This is an optimization exercise on Yosys and OpenROAD, whose aim is small area, not a production implementation.
RTL that was checked went through simulation tests only; none was proved equivalent to the original.
Power and IR drop assume default switching activity.

Design ltt, start of the top module:
module ltt (
    input  wire        clk,
    input  wire        rst,
    input  wire        op_valid,
    input  wire [47:0] op_word,
    output reg         op_done,
    output reg         op_err,
    output wire [7:0]  op_res,
    output wire        irq,
    output wire        txd,
    input  wire        rxd
);
Size: ~64 I/O pins, ~12000 um^2 of cells after synthesis.
==> flow/config.mk <==
export PLATFORM = sky130hd
export DESIGN_NAME = ltt
export DESIGN_NICKNAME = ltt
export VERILOG_FILES = /design/flow/design.v
export SDC_FILE = /design/flow/constraint.sdc
export NUM_CORES = 4
export LEC_CHECK = 0
export ABC_AREA = 1
export CAP_MARGIN = 20
export CORE_MARGIN = 2
export CORE_UTILIZATION = 65
export PLACE_DENSITY = 0.8
export SLEW_MARGIN = 20
==> flow/constraint.sdc <==
create_clock -name core_clock -period 10.0 [get_ports {clk}]
set_input_delay 2.0000 -clock core_clock [delete_from_list [all_inputs] [get_ports {clk}]]
set_output_delay 2.0000 -clock core_clock [all_outputs]
set_load 0.01 [all_outputs]
standard.sh (not shown) runs the stock make flow with config.mk's settings and CLKGATE_MAP_FILE= SYNTH_SCRIPT=/design/flow/synth_recipe.tcl, a recipe that flattens the netlist after the stock synthesis.
==> flow/flow/run.sh <==
#!/bin/bash
set -euo pipefail
export BUFFER_PORTS_ARGS="-buffer_cell sky130_fd_sc_hd__buf_1"
export CTS_ARGS="-sink_clustering_enable -repair_clock_nets -dont_use_dummy_load -sink_clustering_size 12 -sink_clustering_max_diameter 40 -buf_list sky130_fd_sc_hd__clkbuf_4"

bash standard.sh synth > standard_synth.log 2>&1

RES=orfs/results/$FLOW_PLATFORM/ltt/base
PLAT=$FLOW_HOME/platforms/$FLOW_PLATFORM
cp $RES/1_2_yosys.v standard_1_2_yosys.v
export RESYN_NETLIST=$RES/1_2_yosys.v
export RESYN_LIB=$PLAT/lib/sky130_fd_sc_hd__tt_025C_1v80.lib
export RESYN_DONT_USE="$(make -s -C $FLOW_HOME DESIGN_CONFIG=$PWD/config.mk print-DONT_USE_CELLS 2>/dev/null | sed -n 's/^DONT_USE_CELLS: //p')"
echo "dont_use: $RESYN_DONT_USE" > resyn_dont_use.log
[[ -n "$RESYN_DONT_USE" ]]
yosys -c flow/resyn.tcl > resyn.log 2>&1
rm -f $RES/1_synth.odb $RES/1_synth.sdc

bash standard.sh > standard_layout.log 2>&1
==> flow/flow/resyn.tcl <==
# Re-map the combinational logic of the standard synthesis netlist for area,
# keeping every register instance (name, cell type and connections) as it is.
# Several ABC scripts are tried; the netlist with the smallest cell area is
# kept. Reads and writes $::env(RESYN_NETLIST).
yosys -import
set lib $::env(RESYN_LIB)
set net $::env(RESYN_NETLIST)
set dont_use {}
foreach c $::env(RESYN_DONT_USE) { lappend dont_use -dont_use $c }

read_liberty -ignore_miss_func $lib
# registers stay black boxes, so flatten leaves their instances untouched
setattr -mod -set blackbox 1 sky130_fd_sc_hd__dfxtp_1 sky130_fd_sc_hd__edfxtp_1
read_verilog $net
hierarchy -top $::env(FLOW_TOP)
flatten
opt -full
design -save base

set scripts [list \
  "strash; &get -n; &fraig -x; &put; scorr; dc2; dretime; strash; &get -n; &dch -f; &nf; &put" \
  "strash; dc2; dch -f; amap -F 10 -A 10; topo" \
  "strash; dc2; dch -f; amap -F 20 -A 20; topo" \
  "strash; dc2; dc2; dch -f; amap; topo" ]
set best -1
set best_area 0
set i 0
foreach s $scripts {
  design -load base
  set f [open resyn_script_$i.abc w]
  puts $f $s
  close $f
  abc -liberty $lib {*}$dont_use -script resyn_script_$i.abc
  opt_clean -purge
  set a [tee -q -s result.string stat -liberty $lib]
  regexp {Chip area for module '[^']*': ([0-9.]+)} $a -> area
  puts "RESYN script $i area $area"
  if { $best < 0 || $area < $best_area } {
    set best $i
    set best_area $area
    design -save best
  }
  incr i
}
puts "RESYN chosen script $best area $best_area"
design -load best
splitnets
opt_clean -purge
hilomap -singleton -hicell sky130_fd_sc_hd__conb_1 HI -locell sky130_fd_sc_hd__conb_1 LO
insbuf -buf sky130_fd_sc_hd__buf_4 A X
check
tee -o resyn_stat.txt stat -liberty $lib
write_verilog -noattr -nohex -nodec $net
Change:
--- a/flow/flow/run.sh
+++ b/flow/flow/run.sh
@@ -4 +4 @@
-export CTS_ARGS="-sink_clustering_enable -repair_clock_nets -dont_use_dummy_load -sink_clustering_size 12 -sink_clustering_max_diameter 40 -buf_list sky130_fd_sc_hd__clkbuf_4"
+export CTS_ARGS="-sink_clustering_enable -repair_clock_nets -dont_use_dummy_load -sink_clustering_size 10 -sink_clustering_max_diameter 40 -buf_list sky130_fd_sc_hd__clkbuf_4"
- CORE_UTILIZATION: 65 -> 40
- PLACE_DENSITY: 0.8 -> not set
=> Worst setup slack got worse by 240 ps. Sequential share of layout area shrinks by 1.4 points. Synthesized cell count is unchanged.
Change:
==> flow/flow/resyn.tcl (replaced) <==
# Re-map the combinational logic of the standard synthesis netlist for area,
# keeping every register instance (name, cell type and connections) as it is.
# Reads and writes $::env(RESYN_NETLIST).
yosys -import
set lib $::env(RESYN_LIB)
set net $::env(RESYN_NETLIST)
set dont_use {}
foreach c $::env(RESYN_DONT_USE) { lappend dont_use -dont_use $c }

read_liberty -ignore_miss_func $lib
# registers stay black boxes, so flatten leaves their instances untouched
setattr -mod -set blackbox 1 sky130_fd_sc_hd__dfxtp_1 sky130_fd_sc_hd__edfxtp_1
read_verilog $net
hierarchy -top $::env(FLOW_TOP)
flatten
opt -full
abc -liberty $lib {*}$dont_use
splitnets
opt_clean -purge
hilomap -singleton -hicell sky130_fd_sc_hd__conb_1 HI -locell sky130_fd_sc_hd__conb_1 LO
insbuf -buf sky130_fd_sc_hd__buf_4 A X
check
tee -o resyn_stat.txt stat -liberty $lib
write_verilog -noattr -nohex -nodec $net
- ABC_AREA: 1 -> not set
Effect:
- power came out higher by 12%
- count of clock-buffer cells in the layout went down by 5
- wire length increases by 0.83%
- combinational power went up by 76%
- sequential cell count does not change
- register-to-register slack gets better by 330 ps
Change:
==> flow/flow/run.sh (replaced) <==
#!/bin/bash
set -euo pipefail
export BUFFER_PORTS_ARGS="-buffer_cell sky130_fd_sc_hd__buf_1"
export CTS_ARGS="-sink_clustering_enable -repair_clock_nets -dont_use_dummy_load -sink_clustering_size 10 -sink_clustering_max_diameter 40 -buf_list sky130_fd_sc_hd__clkbuf_4"
bash standard.sh > standard_flow.log 2>&1
removed: flow/flow/resyn.tcl
Outcome:
- The new run ran to the end with no violations
- sequential power barely changes
- clock-buffer cell count grows by 4
- power grows by a few percent
- register-to-register slack is better by 1000 ps
- worst setup slack is better by 270 ps
- cell area grows by a few percent
- sequential share of layout area shrinks by 3.4 points
Change:
- ABC_AREA: not set -> 1
Outcome: Clock power goes down by about 1%. Wire length falls by 0.48%. Design area came out lower by 1.3%. Total power went down by 8.8%. Clock-buffer cell count is unchanged. Fmax goes up by 10%. Global-route usage is higher by 0.11 points. Register-to-register slack gains 200 ps. Via count rose by 11%. Die area came out lower by 1.7%. Hold slack gets worse by 24 ps.

---

north:
Another version of the RTL of ltt (not shown whole).
Size: about 1,100 cells after synthesis, ~64 I/O pins.
export LEC_CHECK = 0
export ABC_AREA = 1
export CAP_MARGIN = 20
export CORE_MARGIN = 2
export CORE_UTILIZATION = 40
export SLEW_MARGIN = 20
create_clock -name core_clock -period 10.0 [get_ports {clk}]
==> flow/flow/run.sh <==
#!/bin/bash
set -euo pipefail
export BUFFER_PORTS_ARGS="-buffer_cell sky130_fd_sc_hd__buf_1"
export CTS_ARGS="-sink_clustering_enable -repair_clock_nets -dont_use_dummy_load -sink_clustering_size 10 -sink_clustering_max_diameter 40 -buf_list sky130_fd_sc_hd__clkbuf_4"

bash standard.sh synth > standard_synth.log 2>&1

RES=orfs/results/$FLOW_PLATFORM/ltt/base
PLAT=$FLOW_HOME/platforms/$FLOW_PLATFORM
cp $RES/1_2_yosys.v standard_1_2_yosys.v
export RESYN_NETLIST=$RES/1_2_yosys.v
export RESYN_LIB=$PLAT/lib/sky130_fd_sc_hd__tt_025C_1v80.lib
export RESYN_DONT_USE="$(make -s -C $FLOW_HOME DESIGN_CONFIG=$PWD/config.mk print-DONT_USE_CELLS 2>/dev/null | sed -n 's/^DONT_USE_CELLS: //p')"
echo "dont_use: $RESYN_DONT_USE" > resyn_dont_use.log
[[ -n "$RESYN_DONT_USE" ]]
yosys -c flow/resyn.tcl > resyn.log 2>&1
rm -f $RES/1_synth.odb $RES/1_synth.sdc

bash standard.sh > standard_layout.log 2>&1
Other scripts of this flow, unchanged in this note and not shown: flow/flow/resyn.tcl
north completed end to end with timing, DRC and antenna clean.
The inputs of south differ from those of north as listed below.
--- a/flow/flow/run.sh
+++ b/flow/flow/run.sh
@@ -3,3 +3,3 @@
 export BUFFER_PORTS_ARGS="-buffer_cell sky130_fd_sc_hd__buf_1"
-export CTS_ARGS="-sink_clustering_enable -repair_clock_nets -dont_use_dummy_load -sink_clustering_size 10 -sink_clustering_max_diameter 40 -buf_list sky130_fd_sc_hd__clkbuf_4"
+export CTS_ARGS="-sink_clustering_enable -repair_clock_nets -dont_use_dummy_load -sink_clustering_size 10 -sink_clustering_max_diameter 70 -buf_list sky130_fd_sc_hd__clkbuf_4"
 
==> run notes <==
- Between north and south, the number of cells in the finished layout apart from fillers does not differ in any meaningful way.
- The core occupancy in the finished layout of south and that of north are within noise of each other.
- On switching part of the total, south tracks north almost exactly.
- Comparing count of clock-buffer cells in the layout for north and south, the bigger number came from north.
- As far as max-cap check violation count goes, north and south are indistinguishable; the numbers are identical.
- Looking at power, south sits 1.1% lower than north does.
- Taking north as the reference, in south sum of routed wire length over all layers fell by about 0.54%; shortest period the worst path allows fell by 0.051 ns; register-to-register slack stayed essentially flat.
- south finished all stages; the layout is clean.

---

== red ==
Another version of the RTL of ltt (not shown whole).
For scale: ~950 cells after synthesis, roughly 330 flip-flops.
export LEC_CHECK = 0
export CAP_MARGIN = 20
export CORE_MARGIN = 2
export CORE_UTILIZATION = 40
export SLEW_MARGIN = 20
create_clock -name core_clock -period 10.0 [get_ports {clk}]
==> flow/flow/run.sh <==
#!/bin/bash
set -euo pipefail
export BUFFER_PORTS_ARGS="-buffer_cell sky130_fd_sc_hd__buf_1"
export CTS_ARGS="-sink_clustering_enable -repair_clock_nets -dont_use_dummy_load -sink_clustering_size 16 -sink_clustering_max_diameter 50 -buf_list sky130_fd_sc_hd__clkbuf_8"
bash standard.sh > standard_flow.log 2>&1
## Diff of input files: blue against red
==> flow/flow/run.sh <==
#!/bin/bash
set -euo pipefail
export BUFFER_PORTS_ARGS="-buffer_cell sky130_fd_sc_hd__buf_1"
export CTS_ARGS="-sink_clustering_enable -repair_clock_nets -dont_use_dummy_load -sink_clustering_size 20 -sink_clustering_max_diameter 60 -buf_list \"sky130_fd_sc_hd__clkbuf_8 sky130_fd_sc_hd__clkbuf_16\""
bash standard.sh > standard_flow.log 2>&1
## What came out
Comparing blue against red, there is no change at all in die span in y.
Wire length of the first global-routing pass, blue and red: higher on red
blue vs. red: met2 wire length neither gained nor lost much; switching power summed over all nets moved up.
blue completed every stage of the flow, and the final layout passed the timing, DRC and antenna checks.
blue ends up with a final design utilization that is 0.59 points higher than in red.
blue vs red, clock tree buffer count of the final layout went down by 23%.
Function was not checked in any run of this note: the RTL went through the layout flow alone.

[afterwards: timing with drivers on the ports]
How much do the figures lean on ideal ports? The routed layouts below were timed once more, with nothing changed but the port constraints.
Step 1 assumes that a clkbuf_16 drives the clock port and a buf_2 every other input.
Step 2 also shifts input and output timing later by t, the mid clock arrival at the registers, as if the neighbouring blocks saw the same clock.
Three values: ideal ports, drivers, drivers and shift; two values: the first two.
run	t (ns)	setup slack, ns	worst setup path at the end	worst register clock-pin slew, ns
the first run of note 1	0.662	4.617 / 4.575 / 4.226	input to register	0.12 / 0.12
the second run of note 1	0.708	4.379 / 4.328 / 4.022	input to register	0.11 / 0.11
the third run of note 1	0.677	4.548 / 4.503 / 4.924	input to register	0.12 / 0.12
the fourth run of note 1	0.714	4.817 / 4.776 / 5.006	input to register	0.10 / 0.10
the fifth run of note 1	0.712	5.302 / 5.255 / 5.314	input to register	0.10 / 0.10
north	0.689	4.676 / 4.637 / 4.304	input to register	0.11 / 0.11
south	0.688	4.727 / 4.686 / 4.312	input to register	0.12 / 0.12
red	0.571	5.229 / 5.182 / 4.760	input to register	0.10 / 0.10
blue	0.575	5.251 / 5.201 / 4.761	input to register	0.08 / 0.08
After both steps setup and hold are still met in every run listed. The setup slack of blue, which loses most, moves by -0.050 ns with the drivers and by -0.490 ns with both steps.
